Context: an optimization exercise on an open-source flow, tuned for small area and a short achievable clock period. The choices shown serve that exercise and are no tape-out recipe.
The RTL was checked by simulation tests, not by an equivalence proof against the original design.
Power and IR drop assume default switching activity.

// ess_rx_codec
module ess_rx_codec (
    input  wire        clk,
    input  wire        rst,           
    input  wire        rx_valid,
    input  wire [31:0] rx_word,
    output reg         rx_rsp_valid,
    output reg  [31:0] rx_rsp,
    input  wire        cmd_valid,
    input  wire [31:0] cmd_word,
    output reg         cmd_rsp_valid,
    output wire [31:0] cmd_rsp
);
Size: about 11000 cells after synthesis, about 6500 flip-flops, roughly 130 I/O pins, ~170000 sq um of cells after synthesis.
Settings: LEC_CHECK=0, CAP_MARGIN=20, CORE_MARGIN=2, CORE_UTILIZATION=52, SLEW_MARGIN=20, TNS_END_PERCENT=10; clock period 10.0 ns.
standard.sh (not shown) runs the stock make flow with config.mk's settings and CLKGATE_MAP_FILE= SYNTH_SCRIPT=/design/flow/synth_recipe.tcl, a recipe that flattens the netlist after the stock synthesis.
==> flow/flow/run.sh <==
#!/bin/bash
# Standard ORFS layout, with repair_timing aiming past the clock period's
# slack, buf_6 port buffers, and a CTS without dummy loads, with small sink
# clusters driven by clkbuf_8.
set -euo pipefail
bash standard.sh \
  SETUP_SLACK_MARGIN=7.0 \
  "BUFFER_PORTS_ARGS=-buffer_cell sky130_fd_sc_hd__buf_6" \
  "CTS_ARGS=-sink_clustering_enable -repair_clock_nets -dont_use_dummy_load -sink_clustering_size 16 -sink_clustering_max_diameter 45 -buf_list {sky130_fd_sc_hd__clkbuf_8 sky130_fd_sc_hd__clkbuf_16} -root_buf sky130_fd_sc_hd__clkbuf_16 -sink_clustering_buffer sky130_fd_sc_hd__clkbuf_8" \
  finish > standard_make.log 2>&1
The baseline completed with no timing, DRC or antenna violations.
Next try:
==> flow/flow/run.sh (replaced) <==
#!/bin/bash
# Standard ORFS layout, with repair_timing aiming past the clock period's
# slack, buf_6 port buffers, and a CTS without dummy loads and with larger
# sink clusters.
set -euo pipefail
bash standard.sh \
  SETUP_SLACK_MARGIN=6.5 \
  "BUFFER_PORTS_ARGS=-buffer_cell sky130_fd_sc_hd__buf_6" \
  "CTS_ARGS=-sink_clustering_enable -repair_clock_nets -dont_use_dummy_load -sink_clustering_size 20 -sink_clustering_max_diameter 60" \
  finish > standard_make.log 2>&1
--- a/flow/config.mk
+++ b/flow/config.mk
@@ -8,5 +8,5 @@
 export CAP_MARGIN = 20
 export CORE_MARGIN = 2
-export CORE_UTILIZATION = 52
+export CORE_UTILIZATION = 45
 export SLEW_MARGIN = 20
 export TNS_END_PERCENT = 10
Maximum frequency went down by 3.2%.
Total power went up by 4.0%.
Non-clock buffer count went down by 94.
Area after synthesis stays the same.
Next try:
==> flow/flow/run.sh (replaced) <==
#!/bin/bash
# Standard ORFS layout, with repair_timing aiming past the clock period's
# slack, buf_6 port buffers, and a CTS without dummy loads, with small sink
# clusters driven by clkbuf_8.
set -euo pipefail
bash standard.sh \
  SETUP_SLACK_MARGIN=6.8 \
  "BUFFER_PORTS_ARGS=-buffer_cell sky130_fd_sc_hd__buf_6" \
  "CTS_ARGS=-sink_clustering_enable -repair_clock_nets -dont_use_dummy_load -sink_clustering_size 16 -sink_clustering_max_diameter 45 -buf_list {sky130_fd_sc_hd__clkbuf_8 sky130_fd_sc_hd__clkbuf_16} -root_buf sky130_fd_sc_hd__clkbuf_16 -sink_clustering_buffer sky130_fd_sc_hd__clkbuf_8" \
  finish > standard_make.log 2>&1
--- a/flow/config.mk
+++ b/flow/config.mk
@@ -8,5 +8,5 @@
 export CAP_MARGIN = 20
 export CORE_MARGIN = 2
-export CORE_UTILIZATION = 45
+export CORE_UTILIZATION = 52
 export SLEW_MARGIN = 20
 export TNS_END_PERCENT = 10
What happened:
- The changed run went through all stages and came out clean
- core utilization climbs by 7.3 points
- wire length went up by 0.43%
- combinational power goes up by 13%
- final cell count fell by 2.4%
- worst setup slack improves by 0.11 ns
- synthesized area is unchanged
- power fell by 3.9%
- clock power shrinks by about 10%
Next try:
--- a/flow/flow/run.sh
+++ b/flow/flow/run.sh
@@ -5,5 +5,5 @@
 set -euo pipefail
 bash standard.sh \
-  SETUP_SLACK_MARGIN=6.8 \
+  SETUP_SLACK_MARGIN=6.5 \
   "BUFFER_PORTS_ARGS=-buffer_cell sky130_fd_sc_hd__buf_6" \
   "CTS_ARGS=-sink_clustering_enable -repair_clock_nets -dont_use_dummy_load -sink_clustering_size 16 -sink_clustering_max_diameter 45 -buf_list {sky130_fd_sc_hd__clkbuf_8 sky130_fd_sc_hd__clkbuf_16} -root_buf sky130_fd_sc_hd__clkbuf_16 -sink_clustering_buffer sky130_fd_sc_hd__clkbuf_8" \
Result:
- The changed run finished clean
- critical path depth stays the same
- global-route usage hardly moves
- clock-buffer cell count does not change
- total power is about the same
- final cell count fell by about 0.46%
- synthesized area does not change
- design area fell by about 0.6%
- first-iteration DRC count rose by 1.7%
- hold slack barely changes
- setup slack loses 0.057 ns


ess_rx_codec, a different RTL version from the one above (not shown whole).
Size in the first run: ~11,000 cells after synthesis, ~6,500 flip-flops, roughly 130 I/O pins, about 0.17 mm^2 of cells after synthesis.
Settings: LEC_CHECK=0, CAP_MARGIN=20, CORE_MARGIN=2, CORE_UTILIZATION=45, SLEW_MARGIN=20, TNS_END_PERCENT=10; clock period 10.0 ns.
==> flow/flow/run.sh <==
#!/bin/bash
# Standard ORFS layout, with repair_timing aiming past the clock period's
# slack, buf_6 port buffers, and a CTS without dummy loads, with small sink
# clusters driven by clkbuf_8.
set -euo pipefail
bash standard.sh \
  SETUP_SLACK_MARGIN=6.5 \
  "BUFFER_PORTS_ARGS=-buffer_cell sky130_fd_sc_hd__buf_6" \
  "CTS_ARGS=-sink_clustering_enable -repair_clock_nets -dont_use_dummy_load -sink_clustering_size 16 -sink_clustering_max_diameter 45 -buf_list {sky130_fd_sc_hd__clkbuf_8 sky130_fd_sc_hd__clkbuf_16} -root_buf sky130_fd_sc_hd__clkbuf_16 -sink_clustering_buffer sky130_fd_sc_hd__clkbuf_8" \
  finish > standard_make.log 2>&1
The starting point finished clean.
Next try:
==> flow/flow/run.sh (replaced) <==
#!/bin/bash
# Standard ORFS layout, with repair_timing aiming past the clock period's
# slack, buf_6 port buffers, and a CTS without dummy loads and with larger
# sink clusters.
set -euo pipefail
bash standard.sh \
  SETUP_SLACK_MARGIN=6.5 \
  "BUFFER_PORTS_ARGS=-buffer_cell sky130_fd_sc_hd__buf_6" \
  "CTS_ARGS=-sink_clustering_enable -repair_clock_nets -dont_use_dummy_load -sink_clustering_size 20 -sink_clustering_max_diameter 60" \
  finish > standard_make.log 2>&1
The new run produced a clean layout.
Routed wire length is about the same.
Clock-buffer cell count drops by 146.
Core utilization grows by 0.49 points.
Synthesized cell count is unchanged.
Final area grows by 0.99%.
Cell count is lower by 0.92%.
Clock power climbs by about 10%.
Via count shrinks by about 0.7%.
Power climbs by about 4.3%.
Combinational power barely changes.


Setup of lane 1:
RTL: one of the versions met above, not the one the previous note started from.
For scale: about 11000 cells after synthesis, roughly 130 I/O pins.
Design ess_rx_codec, start of the top module:
module ess_rx_codec (
    input  wire        clk,
    input  wire        rst,           
    input  wire        rx_valid,
    input  wire [31:0] rx_word,
    output reg         rx_rsp_valid,
    output reg  [31:0] rx_rsp,
    input  wire        cmd_valid,
    input  wire [31:0] cmd_word,
    output reg         cmd_rsp_valid,
    output wire [31:0] cmd_rsp
);
export LEC_CHECK = 0
export CAP_MARGIN = 20
export CORE_MARGIN = 2
export CORE_UTILIZATION = 52
export SLEW_MARGIN = 20
export TNS_END_PERCENT = 5
create_clock -name core_clock -period 10.0 [get_ports {clk}]
==> flow/flow/run.sh <==
#!/bin/bash
# Standard ORFS layout, with repair_timing aiming past the clock period's
# slack, buf_6 port buffers, and a CTS without dummy loads, with small sink
# clusters driven by clkbuf_8.
set -euo pipefail
bash standard.sh \
  SETUP_SLACK_MARGIN=6.5 \
  "BUFFER_PORTS_ARGS=-buffer_cell sky130_fd_sc_hd__buf_6" \
  "CTS_ARGS=-sink_clustering_enable -repair_clock_nets -dont_use_dummy_load -sink_clustering_size 16 -sink_clustering_max_diameter 45 -buf_list {sky130_fd_sc_hd__clkbuf_8 sky130_fd_sc_hd__clkbuf_16} -root_buf sky130_fd_sc_hd__clkbuf_16 -sink_clustering_buffer sky130_fd_sc_hd__clkbuf_8" \
  finish > standard_make.log 2>&1
## Diff of input files: lane 2 against lane 1
- TNS_END_PERCENT now 20, was 5
==> flow/flow/run.sh <==
#!/bin/bash
# Standard ORFS layout, with repair_timing aiming past the clock period's
# slack, buf_6 port buffers, and a CTS without dummy loads, with small sink
# clusters driven by clkbuf_8.
set -euo pipefail
bash standard.sh \
  SETUP_SLACK_MARGIN=6.8 \
  "BUFFER_PORTS_ARGS=-buffer_cell sky130_fd_sc_hd__buf_6" \
  "CTS_ARGS=-sink_clustering_enable -repair_clock_nets -dont_use_dummy_load -sink_clustering_size 16 -sink_clustering_max_diameter 45 -buf_list {sky130_fd_sc_hd__clkbuf_8 sky130_fd_sc_hd__clkbuf_16} -root_buf sky130_fd_sc_hd__clkbuf_16 -sink_clustering_buffer sky130_fd_sc_hd__clkbuf_8" \
  finish > standard_make.log 2>&1
Findings:
- Lane 2 vs lane 1: utilization up in lane 2
- Lane 2 vs lane 1, number of stages on the worst setup path went down by 9.
- According to the power report, total power for lane 2 is higher than for lane 1.
- Summary of lane 2 over lane 1: shortest clock period the worst path allows after layout moved down, number of vias per cell moved up, final cell count moved up, final area moved up, wire length of the first global-routing pass moved up.
- [compare] base=lane 1 new=lane 2: maximum single-stage delay on the critical path -0.09 ns; final setup TNS ~0 delta; setup slack +0.16 ns.
The following lists how lane 3 was set up differently from lane 2:
- TNS_END_PERCENT: 20 -> 10
- CORE_UTILIZATION: 52 -> 58
==> flow/flow/run.sh <==
#!/bin/bash
# Standard ORFS layout, with repair_timing aiming past the clock period's
# slack, buf_6 port buffers, and a CTS without dummy loads and with larger
# sink clusters.
set -euo pipefail
bash standard.sh \
  SETUP_SLACK_MARGIN=6.5 \
  "BUFFER_PORTS_ARGS=-buffer_cell sky130_fd_sc_hd__buf_6" \
  "CTS_ARGS=-sink_clustering_enable -repair_clock_nets -dont_use_dummy_load -sink_clustering_size 20 -sink_clustering_max_diameter 60" \
  finish > standard_make.log 2>&1
==> comparison <==
On clock-pin slew reported for the worst setup and hold paths after clock tree synthesis, lane 2 and lane 3 are basically level. In the flow results for lane 2 and lane 3, the post-synthesis to final-layout area growth is smaller on lane 3. The sequential share of power in lane 3 sits 1.4 points below the value recorded for lane 2. Delta (lane 3 minus lane 2): wire length moved down, die area moved down. Where post-route minimum period is concerned, lane 2 is better than lane 3.

==> afterwards: timing with drivers on the ports <==
Ports are ideal in the flow. The routed layouts listed here were re-timed in OpenROAD.
Step 1: set_driving_cell puts a clkbuf_16 on clk and a buf_2 on each other input, an assumption about the parent block.
Step 2 adds t to the input delays and takes it off the output delays; t is the mean of the earliest and latest rising clock arrival at the registers after step 1. Input paths then give back, and output paths get back, about the clock's delay inside the block.
Slacks: ideal / step 1 / step 2; pairs: ideal / step 1.
| run | t (ns) | slack for setup (ns) | hold slack, ns | clock arrival spread, ns | worst slew at a driven data input, ns |
|---|---|---|---|---|---|
| the first run of note 1 | 1.070 | 6.169 / 6.082 / 5.053 | 0.272 / 0.272 / 0.272 | 0.086 / 0.086 | 0.30 |
| the second run of note 1 | 1.043 | 6.041 / 5.889 / 4.846 | 0.269 / 0.269 / 0.269 | 0.146 / 0.146 | 0.31 |
| the third run of note 1 | 1.077 | 6.151 / 6.069 / 5.008 | 0.263 / 0.263 / 0.263 | 0.102 / 0.101 | 0.23 |
| the fourth run of note 1 | 1.078 | 6.094 / 6.069 / 5.004 | 0.265 / 0.265 / 0.265 | 0.100 / 0.100 | 0.23 |
| the first run of note 2 | 1.062 | 5.862 / 5.767 / 4.705 | 0.285 / 0.285 / 0.285 | 0.128 / 0.127 | 0.29 |
| the second run of note 2 | 1.040 | 5.961 / 5.892 / 4.852 | 0.216 / 0.216 / 0.216 | 0.157 / 0.157 | 0.29 |
| lane 1 | 1.066 | 6.055 / 6.033 / 4.967 | 0.264 / 0.264 / 0.264 | 0.114 / 0.114 | 0.24 |
| lane 2 | 1.069 | 6.218 / 6.118 / 5.101 | 0.286 / 0.286 / 0.286 | 0.082 / 0.082 | 0.29 |
| lane 3 | 1.004 | 5.912 / 5.928 / 4.925 | 0.282 / 0.282 / 0.282 | 0.097 / 0.097 | 0.24 |
After both steps every run listed still meets setup and hold. The setup slack of the second run of note 1, which loses most, moves by -0.152 ns with the drivers and by -1.195 ns with both steps.
